Background: an optimization exercise with open tools, aiming at small area, a short achievable clock period and few clock cycles per item. Do not read the settings as production practice.
Where RTL was checked, it was by simulation tests only, not by an equivalence proof against the original.

Setup of the baseline:
// csb_crc
module csb_crc (
    input  wire        clk,
    input  wire        rst,         
    input  wire        in_valid,
    output wire        in_ready,
    input  wire        in_init,
    input  wire [2:0]  in_nbytes,   
    input  wire [31:0] in_data,
    output wire        idle,
    output wire [31:0] result
);
For scale: about 810 cells after synthesis, about 36 flip-flops, about 73 I/O pins, ~0.0069 mm^2 of cells after synthesis.
Settings: LEC_CHECK=0, ABC_CLOCK_PERIOD_IN_PS=1500, CAP_MARGIN=20, CORE_MARGIN=2, CORE_UTILIZATION=40, SETUP_SLACK_MARGIN=2.8, SLEW_MARGIN=20; clock period 5.0 ns.
run.sh (not shown) runs the stock make flow with config.mk's settings and CLKGATE_MAP_FILE= SYNTH_SCRIPT=/design/flow/synth_recipe.tcl, a recipe that flattens the netlist after the stock synthesis.
Here is what was changed in the inputs of the candidate compared with the baseline.
Settings: SETUP_SLACK_MARGIN no longer set, was 2.8.
--- outcome ---
- Max routed wire length across the candidate and the baseline: the baseline
- Number of instances resized during post-cts repair for the candidate is lower than for the baseline.
- As far as final-layout clock buffer total goes, the candidate and the baseline are indistinguishable; the numbers are identical.
- Final critical-path required period (higher): the candidate
- Compared with the baseline, the candidate ends up with a smaller final cell area.
- Diff the baseline -> the candidate: met1 demand-to-capacity share in global routing has decreased, required time of the worst setup path has decreased.
No functional check of the RTL was part of any run of this note.

* * *

== job 879 ==
csb_crc, a different RTL version from the one above (not shown whole).
For scale: ~460 cells after synthesis, roughly 73 I/O pins, roughly 4500 sq um of cells after synthesis.
==> flow/config.mk <==
export PLATFORM = sky130hd
export DESIGN_NAME = csb_crc
export DESIGN_NICKNAME = csb_crc
export VERILOG_FILES = /design/flow/design.v
export SDC_FILE = /design/flow/constraint.sdc
export NUM_CORES = 4
export LEC_CHECK = 0
export CAP_MARGIN = 20
export CORE_MARGIN = 2
export CORE_UTILIZATION = 40
export CTS_BUF_LIST = sky130_fd_sc_hd__clkbuf_4 sky130_fd_sc_hd__clkbuf_8
export CTS_CLUSTER_DIAMETER = 100
export CTS_CLUSTER_SIZE = 30
export GPL_ROUTABILITY_DRIVEN = 0
export SETUP_SLACK_MARGIN = 3.0
export SLEW_MARGIN = 20
export TNS_END_PERCENT = 0
==> flow/constraint.sdc <==
create_clock -name core_clock -period 5.0 [get_ports {clk}]
set_input_delay 1.0000 -clock core_clock [delete_from_list [all_inputs] [get_ports {clk}]]
set_output_delay 1.0000 -clock core_clock [all_outputs]
set_load 0.01 [all_outputs]
standard.sh (not shown) runs the stock make flow with config.mk's settings and CLKGATE_MAP_FILE= SYNTH_SCRIPT=/design/flow/synth_recipe.tcl, a recipe that flattens the netlist after the stock synthesis.
==> flow/flow/run.sh <==
#!/bin/bash
# Standard layout, with plain buf_1 cells as the port buffers and the
# state flip-flops (which drive the whole next-state network and the
# result ports) upsized after placement.
set -e
export BUFFER_PORTS_ARGS="-buffer_cell sky130_fd_sc_hd__buf_1"
bash standard.sh place > standard_place.log 2>&1
openroad -no_init -exit flow/upsize.tcl > upsize.log 2>&1
bash standard.sh finish > standard.log 2>&1
==> flow/flow/upsize.tcl <==
# Upsize the code register's flip-flops in the placed design, then
# legalize the placement again.
set odb orfs/results/sky130hd/csb_crc/base/3_place.odb
read_db $odb
read_liberty $::env(FLOW_HOME)/platforms/sky130hd/lib/sky130_fd_sc_hd__tt_025C_1v80.lib
set block [ord::get_db_block]
set n 0
foreach inst [$block getInsts] {
  if {[[$inst getMaster] getName] eq "sky130_fd_sc_hd__dfxtp_1" && [string match "code*" [$inst getName]]} {
    replace_cell [$inst getName] sky130_fd_sc_hd__dfxtp_2
    incr n
  }
}
puts "upsized $n flip-flops"
detailed_placement
check_placement
write_db $odb
Testbench counts of job 879, summed over its fixed seeds: cycles 24,576, bytes 97,536.
Changes in job 5670 relative to job 879:
# job 879
export LEC_CHECK = 0
export CAP_MARGIN = 20
export CORE_MARGIN = 2
export CORE_UTILIZATION = 40
export CTS_BUF_LIST = sky130_fd_sc_hd__clkbuf_4 sky130_fd_sc_hd__clkbuf_8
export CTS_CLUSTER_DIAMETER = 100
export CTS_CLUSTER_SIZE = 30
export GPL_ROUTABILITY_DRIVEN = 0
export SETUP_SLACK_MARGIN = 3.0
export SLEW_MARGIN = 20
export TNS_END_PERCENT = 0
create_clock -name core_clock -period 5.0 [get_ports {clk}]
# job 5670
export LEC_CHECK = 0
export CAP_MARGIN = 20
export CORE_MARGIN = 2
export CORE_UTILIZATION = 40
export CTS_BUF_LIST = sky130_fd_sc_hd__clkbuf_4 sky130_fd_sc_hd__clkbuf_8
export CTS_CLUSTER_DIAMETER = 100
export CTS_CLUSTER_SIZE = 30
export GPL_ROUTABILITY_DRIVEN = 0
export SETUP_SLACK_MARGIN = 3.1
export SLEW_MARGIN = 20
export TNS_END_PERCENT = 0
create_clock -name core_clock -period 5.0 [get_ports {clk}]
### Flow results
Higher final design utilization among job 5670 and job 879: job 5670. Cmp job 5670 and job 879 / via count of the routed design / lower: job 879. Looking at HPWL after detailed placement across both flows, job 5670 is the weaker of the two, with job 879 ahead. Buffer share of cell area: job 879 vs job 5670 — no meaningful difference. Job 5670 against job 879: global-route usage over all layers flat; cell count after synthesis roughly the same.
Input changes introduced in job 5156 (baseline for comparison: job 5670):
# job 5670
export LEC_CHECK = 0
export CAP_MARGIN = 20
export CORE_MARGIN = 2
export CORE_UTILIZATION = 40
export CTS_BUF_LIST = sky130_fd_sc_hd__clkbuf_4 sky130_fd_sc_hd__clkbuf_8
export CTS_CLUSTER_DIAMETER = 100
export CTS_CLUSTER_SIZE = 30
export GPL_ROUTABILITY_DRIVEN = 0
export SETUP_SLACK_MARGIN = 3.1
export SLEW_MARGIN = 20
export TNS_END_PERCENT = 0
create_clock -name core_clock -period 5.0 [get_ports {clk}]
# job 5156
export LEC_CHECK = 0
export CAP_MARGIN = 20
export CORE_MARGIN = 2
export CORE_UTILIZATION = 40
export CTS_BUF_LIST = sky130_fd_sc_hd__clkbuf_4 sky130_fd_sc_hd__clkbuf_8
export CTS_CLUSTER_DIAMETER = 100
export CTS_CLUSTER_SIZE = 30
export SETUP_SLACK_MARGIN = 3.0
export SLEW_MARGIN = 20
create_clock -name core_clock -period 5.0 [get_ports {clk}]
==> notes.md <==
- Job 5156 ended with more count of cells resized by post-cts repair than job 5670.
- Compared with job 5670, placement density in the core of job 5156 is higher.
- Clock insertion delay at the later pin of the skew report essentially unchanged between job 5156 and job 5670.
### job 5156 -> job 7255
# job 5156
export LEC_CHECK = 0
export CAP_MARGIN = 20
export CORE_MARGIN = 2
export CORE_UTILIZATION = 40
export CTS_BUF_LIST = sky130_fd_sc_hd__clkbuf_4 sky130_fd_sc_hd__clkbuf_8
export CTS_CLUSTER_DIAMETER = 100
export CTS_CLUSTER_SIZE = 30
export SETUP_SLACK_MARGIN = 3.0
export SLEW_MARGIN = 20
create_clock -name core_clock -period 5.0 [get_ports {clk}]
# job 7255
export LEC_CHECK = 0
export CAP_MARGIN = 20
export CORE_MARGIN = 2
export CORE_UTILIZATION = 40
export CTS_BUF_LIST = sky130_fd_sc_hd__clkbuf_4 sky130_fd_sc_hd__clkbuf_8
export CTS_CLUSTER_DIAMETER = 100
export CTS_CLUSTER_SIZE = 30
export SETUP_SLACK_MARGIN = 3.1
export SLEW_MARGIN = 20
create_clock -name core_clock -period 5.0 [get_ports {clk}]
diff --git a/flow/flow/upsize.tcl b/flow/flow/upsize.tcl
--- a/flow/flow/upsize.tcl
+++ b/flow/flow/upsize.tcl
@@ -8,5 +8,5 @@
 foreach inst [$block getInsts] {
   if {[[$inst getMaster] getName] eq "sky130_fd_sc_hd__dfxtp_1" && [string match "code*" [$inst getName]]} {
-    replace_cell [$inst getName] sky130_fd_sc_hd__dfxtp_2
+    replace_cell [$inst getName] sky130_fd_sc_hd__dfxtp_4
     incr n
   }
--- outcome ---
Taking job 5156 as the reference, in job 7255 non-clock buffer count climbed about 50%; hold-critical path depth higher; routed wire length picked up an extra about 20%; post-route standard cell area excluding fillers now larger.
Changes in job 8360 relative to job 7255:
# job 7255
export LEC_CHECK = 0
export CAP_MARGIN = 20
export CORE_MARGIN = 2
export CORE_UTILIZATION = 40
export CTS_BUF_LIST = sky130_fd_sc_hd__clkbuf_4 sky130_fd_sc_hd__clkbuf_8
export CTS_CLUSTER_DIAMETER = 100
export CTS_CLUSTER_SIZE = 30
export SETUP_SLACK_MARGIN = 3.1
export SLEW_MARGIN = 20
create_clock -name core_clock -period 5.0 [get_ports {clk}]
# job 8360
export LEC_CHECK = 0
export CAP_MARGIN = 0
export CORE_MARGIN = 2
export CORE_UTILIZATION = 40
export CTS_BUF_LIST = sky130_fd_sc_hd__clkbuf_4 sky130_fd_sc_hd__clkbuf_8
export CTS_CLUSTER_DIAMETER = 100
export CTS_CLUSTER_SIZE = 30
export SETUP_SLACK_MARGIN = 3.0
export SLEW_MARGIN = 0
export TNS_END_PERCENT = 0
create_clock -name core_clock -period 5.0 [get_ports {clk}]
diff --git a/flow/flow/upsize.tcl b/flow/flow/upsize.tcl
--- a/flow/flow/upsize.tcl
+++ b/flow/flow/upsize.tcl
@@ -8,5 +8,5 @@
 foreach inst [$block getInsts] {
   if {[[$inst getMaster] getName] eq "sky130_fd_sc_hd__dfxtp_1" && [string match "code*" [$inst getName]]} {
-    replace_cell [$inst getName] sky130_fd_sc_hd__dfxtp_4
+    replace_cell [$inst getName] sky130_fd_sc_hd__dfxtp_2
     incr n
   }
Findings:
Re post-detailed-placement half-perimeter wirelength: job 7255 and job 8360 aren't equal, and the lower value belongs to job 8360.
Edits applied to the flow inputs when going from job 8360 to job 7357:
# job 8360
export LEC_CHECK = 0
export CAP_MARGIN = 0
export CORE_MARGIN = 2
export CORE_UTILIZATION = 40
export CTS_BUF_LIST = sky130_fd_sc_hd__clkbuf_4 sky130_fd_sc_hd__clkbuf_8
export CTS_CLUSTER_DIAMETER = 100
export CTS_CLUSTER_SIZE = 30
export SETUP_SLACK_MARGIN = 3.0
export SLEW_MARGIN = 0
export TNS_END_PERCENT = 0
create_clock -name core_clock -period 5.0 [get_ports {clk}]
# job 7357
export LEC_CHECK = 0
export CAP_MARGIN = 20
export CORE_MARGIN = 2
export CORE_UTILIZATION = 40
export CTS_BUF_LIST = sky130_fd_sc_hd__clkbuf_4 sky130_fd_sc_hd__clkbuf_8
export CTS_CLUSTER_DIAMETER = 100
export CTS_CLUSTER_SIZE = 30
export SETUP_SLACK_MARGIN = 2.7
export SLEW_MARGIN = 20
create_clock -name core_clock -period 5.0 [get_ports {clk}]
==> flow/flow/run.sh <==
#!/bin/bash
# Standard layout, with plain buf_1 cells as the port buffers.
export BUFFER_PORTS_ARGS="-buffer_cell sky130_fd_sc_hd__buf_1"
bash standard.sh > standard.log 2>&1
removed: flow/flow/upsize.tcl
==> notes.md <==
- Comparing job 8360 against job 7357, there is no change at all in sequential cell count of the final layout.
- On post-detailed-placement cell area, job 7357 and job 8360 are basically level.
- Job 7357 against job 8360: area used by sequential logic in the layout down about 4%; post-detailed-route via-to-cell ratio down about 0.8%.
- | first-pass GRT wire length | job 7357 vs job 8360 | 5.0% lower |
- Cell area | job 7357 vs job 8360 | job 7357 smaller
- Post-DP HPWL (job 7357 vs. job 8360) decreases by a few percent
- Between job 7357 and job 8360, global-route total usage across every layer is higher for job 8360, job 7357 comes in under that.
- Against job 8360, job 7357 comes in 1.6 points lower on area growth from synthesis to final layout.

==> afterwards: timing with drivers on the ports <==
The results above use ideal ports. As a check the final layouts listed here were re-extracted and re-timed, cells and wires unchanged. Step 1, drivers: a clkbuf_16 drives clk and a buf_2 each remaining input, both assumed. Step 2, shift: input delay + t, output delay - t, t = (earliest + latest rising clock arrival at the registers) / 2. This alone moves slack from input paths to output paths. Three values: ideal, step 1, step 2; two values: the first two.
run	t, ns	setup WS [ns]	worst data-port slew with drivers (ns)
the baseline	0.321	2.173 / 2.160 / 1.867	0.08
the candidate	0.329	0.985 / 0.964 / 0.964	0.04
job 879	0.350	2.875 / 2.875 / 2.659	0.04
job 5670	0.345	2.919 / 2.901 / 2.639	0.03
job 5156	0.339	2.967 / 2.943 / 2.716	0.03
job 7255	0.367	2.869 / 2.869 / 2.747	0.04
job 8360	0.343	2.876 / 2.876 / 2.620	0.03
job 7357	0.337	2.728 / 2.728 / 2.501	0.03
After both steps every run listed still meets setup and hold. For the baseline, which loses most, drivers alone change the setup slack by -0.013 ns; drivers and shift together by -0.306 ns.
